Background: an optimization exercise with open tools, aiming at small area. Do not read the settings as production practice. Function was checked by simulation only, so behaviour that the tests miss may differ from the original. Power is estimated from default activity; no workload was simulated. No driver is modelled on the clock port, so clocking that relies on it looks cheaper here than on a real chip.

==> module frame_detector, before the edit <==
module frame_detector (
    input  wire         clk,
    input  wire         rst,           
    input  wire [9:0]   w,             
    output reg  [2:0]   outcome,
    output reg  [1:0]   dec,
    output wire [5:0]   frm_len,
    output wire [311:0] frm,           
    output reg          ev_valid,
    output wire [5:0]   ev_len,
    output wire [287:0] ev_id,         
    output reg          diag_valid,
    output reg  [2:0]   diag_code
);
    localparam integer CAP = 40;
    localparam integer NF  = CAP - 1;   
    localparam integer NP  = 32;        
    localparam [1:0] OP_IDLE   = 2'd0;
    localparam [1:0] OP_BYTE   = 2'd1;
    localparam [1:0] OP_CLOSED = 2'd2;
    localparam [1:0] OP_ATTACH = 2'd3;
    localparam [7:0] STX = 8'h02;
    localparam [7:0] ETX = 8'h03;
    localparam [7:0] CR  = 8'h0D;
    localparam [7:0] LF  = 8'h0A;
    localparam [2:0] OC_INCOMPLETE = 3'd0;
    localparam [2:0] OC_COMPLETE   = 3'd1;
    localparam [2:0] OC_OVERFLOW   = 3'd2;
    localparam [2:0] OC_CLOSED     = 3'd3;
    localparam [2:0] OC_REJECTED   = 3'd4;
    localparam [1:0] DEC_OK       = 2'd0;
    localparam [1:0] DEC_NO_START = 2'd1;
    localparam [1:0] DEC_NO_TERM  = 2'd2;
    localparam [2:0] DG_OVERFLOW = 3'd1;
    localparam [2:0] DG_NO_START = 3'd2;
    localparam [2:0] DG_NO_TERM  = 3'd3;
    localparam [2:0] DG_CLOSED   = 3'd4;
    localparam [2:0] DG_REJECTED = 3'd5;
    wire [1:0] op = w[9:8];
    wire [7:0] d  = w[7:0];
    reg [8*NF-1:0] buf_q;     
    reg [8*NP-1:0] pay_q;     
    reg [5:0] len_q;          
    reg       closed_q;       
    reg       stx_q;          
    reg       term_q;         
    reg       cr_q;           
    reg [5:0] plast_q;        
    reg [1:0] spos_q;         
    wire is_byte = (op == OP_BYTE);
    wire full    = len_q[5] & len_q[3];            
    wire is_etx  = (d == ETX);
    wire store   = is_byte && !full && !is_etx;
    wire empty   = rst || op[1] || (is_byte && (full || is_etx));
    wire [5:0] pnext = plast_q + 6'd1;
    genvar g;
    generate
        for (g = 0; g < NF; g = g + 1) begin : g_buf
            always @(posedge clk)
                if (len_q == g)
                    buf_q[8*g +: 8] <= d;
        end
        for (g = 0; g < NP; g = g + 1) begin : g_pay
            always @(posedge clk)
                if (pnext == g)
                    pay_q[8*g +: 8] <= d;
        end
    endgenerate
    always @(posedge clk) begin
        if (empty) begin
            len_q  <= 6'd0;
            stx_q  <= 1'b0;
            term_q <= 1'b0;
            cr_q   <= 1'b0;
        end else if (store) begin
            len_q <= len_q + 6'd1;
            cr_q  <= (d == CR);
            if (!stx_q) begin
                if (d == STX) begin
                    stx_q   <= 1'b1;
                    plast_q <= 6'h3f;
                    spos_q  <= len_q[1:0];
                end
            end else if (!term_q) begin
                if (cr_q && d == LF)
                    term_q <= 1'b1;
                else
                    plast_q <= pnext;
            end
        end
        if (rst || op == OP_ATTACH)
            closed_q <= 1'b0;
        else if (op == OP_CLOSED)
            closed_q <= 1'b1;
    end
    assign frm     = buf_q;
    assign frm_len = len_q;
    assign ev_len  = plast_q;
    wire [7:0] b33 = buf_q[8*33 +: 8];
    wire [7:0] b34 = buf_q[8*34 +: 8];
    wire [7:0] b35 = buf_q[8*35 +: 8];
    wire [7:0] b36 = buf_q[8*36 +: 8];
    assign ev_id[8*NP-1:0] = pay_q;
    assign ev_id[8*32 +: 8] = spos_q[1] ? (spos_q[0] ? b36 : b35)
                                        : (spos_q[0] ? b34 : b33);
    assign ev_id[8*33 +: 8] = spos_q[1] ? b36
                                        : (spos_q[0] ? b35 : b34);
    assign ev_id[8*34 +: 8] = spos_q[0] ? b36 : b35;
    assign ev_id[8*35 +: 8] = b36;
    always @(*) begin
        outcome    = OC_INCOMPLETE;
        dec        = DEC_OK;
        ev_valid   = 1'b0;
        diag_valid = 1'b0;
        diag_code  = 3'd0;
        if (!rst) begin
            case (op)
                OP_BYTE: begin
                    if (closed_q) begin
                        outcome    = OC_REJECTED;
                        diag_valid = 1'b1;
                        diag_code  = DG_REJECTED;
                    end else if (full) begin
                        outcome    = OC_OVERFLOW;
                        diag_valid = 1'b1;
                        diag_code  = DG_OVERFLOW;
                    end else if (is_etx) begin
                        outcome = OC_COMPLETE;
                        if (!stx_q) begin
                            dec        = DEC_NO_START;
                            diag_valid = 1'b1;
                            diag_code  = DG_NO_START;
                        end else if (!term_q) begin
                            dec        = DEC_NO_TERM;
                            diag_valid = 1'b1;
                            diag_code  = DG_NO_TERM;
                        end else begin
                            ev_valid = 1'b1;
                        end
                    end
                end
                OP_CLOSED: begin
                    diag_valid = 1'b1;
                    if (closed_q) begin
                        outcome   = OC_REJECTED;
                        diag_code = DG_REJECTED;
                    end else begin
                        outcome   = OC_CLOSED;
                        diag_code = DG_CLOSED;
                    end
                end
                default: ;    
            endcase
        end
    end
endmodule
export LEC_CHECK = 0
export ABC_AREA = 1
export CAP_MARGIN = 20
export CORE_MARGIN = 2
export CORE_UTILIZATION = 40
export SLEW_MARGIN = 20
create_clock -name core_clock -period 20.0 [get_ports {clk}]
standard.sh (not shown) runs the stock make flow with config.mk's settings and CLKGATE_MAP_FILE= SYNTH_SCRIPT=/design/flow/synth_recipe.tcl, a recipe that flattens the netlist after the stock synthesis.
==> flow/flow/run.sh <==
#!/bin/bash
# The standard ORFS layout (standard.sh), with two changes:
#  - the port buffers are the smallest buffer, sky130_fd_sc_hd__buf_1;
#  - the clock tree uses larger sink clusters and no dummy loads.
set -euo pipefail
cd "$(dirname "$0")/.."
bash standard.sh \
  BUFFER_PORTS_ARGS="-buffer_cell sky130_fd_sc_hd__buf_1" \
  CTS_ARGS="-sink_clustering_enable -repair_clock_nets -dont_use_dummy_load -sink_clustering_size 30 -sink_clustering_max_diameter 100" \
  finish > standard.log 2>&1
Then changed:
--- a/flow/design.v
+++ b/flow/design.v
@@ -50,22 +50,30 @@
     wire is_byte = (op == OP_BYTE);
     wire full    = len_q[5] & len_q[3];            
     wire is_etx  = (d == ETX);
     wire store   = is_byte && !full && !is_etx;
     wire empty   = rst || op[1] || (is_byte && (full || is_etx));
     wire [5:0] pnext = plast_q + 6'd1;
+    wire [3:0] pnext_hi = pnext[5] ? 4'd0 : (4'd1 << pnext[4:3]);
+    wire [7:0] pnext_lo = 8'd1 << pnext[2:0];
+    wire [4:0] len_hi = { len_q[5],
+                          len_q[4] &  len_q[3],
+                          len_q[4] & ~len_q[3],
+                         ~len_q[4] &  len_q[3],
+                         ~len_q[5] & ~len_q[4] & ~len_q[3] };
+    wire [7:0] len_lo = 8'd1 << len_q[2:0];
     genvar g;
     generate
         for (g = 0; g < NF; g = g + 1) begin : g_buf
             always @(posedge clk)
-                if (len_q == g)
+                if (len_hi[g/8] && len_lo[g%8])
                     buf_q[8*g +: 8] <= d;
         end
         for (g = 0; g < NP; g = g + 1) begin : g_pay
             always @(posedge clk)
-                if (pnext == g)
+                if (pnext_hi[g/8] && pnext_lo[g%8])
                     pay_q[8*g +: 8] <= d;
         end
     endgenerate
     always @(posedge clk) begin
         if (empty) begin
             len_q  <= 6'd0;
What happened: Worst setup slack degrades by 250 ps. Global-route usage stays flat. Clock-buffer cell count does not change. Core utilization stays flat. Wire length fell slightly. Die area fell slightly. Synthesized cell count falls by a few percent. Clock skew grows by 20 ps. Power barely changes. Sequential power stays flat. Clock power climbs slightly. Worst hold slack loses 18 ps.

==> static timing again, ports no longer ideal <==
How much do the figures lean on ideal ports? The routed layouts below were timed once more, with nothing changed but the port constraints.
Step 1, drivers: a clkbuf_16 drives clk and a buf_2 each remaining input, both assumed.
Step 2 adds t to the input delays and takes it off the output delays; t is the mean of the earliest and latest rising clock arrival at the registers after step 1. Input paths then give back, and output paths get back, about the clock's delay inside the block.
a / b / c = ideal ports / drivers / drivers and shift; a / b = the first two.
run | shift t [ns] | setup WS [ns] | hold WS [ns] | worst setup path after step 2 | worst data-port slew with drivers (ns)
the first run | 0.610 | 9.990 / 9.969 / 9.969 | 0.506 / 0.506 / 0.506 | input to output | 0.06
the second run | 0.617 | 9.737 / 9.715 / 9.715 | 0.487 / 0.487 / 0.487 | input to output | 0.08
After both steps setup and hold are still met in every run listed. For the second run, which loses most, drivers alone change the setup slack by -0.022 ns; drivers and shift together by -0.022 ns.
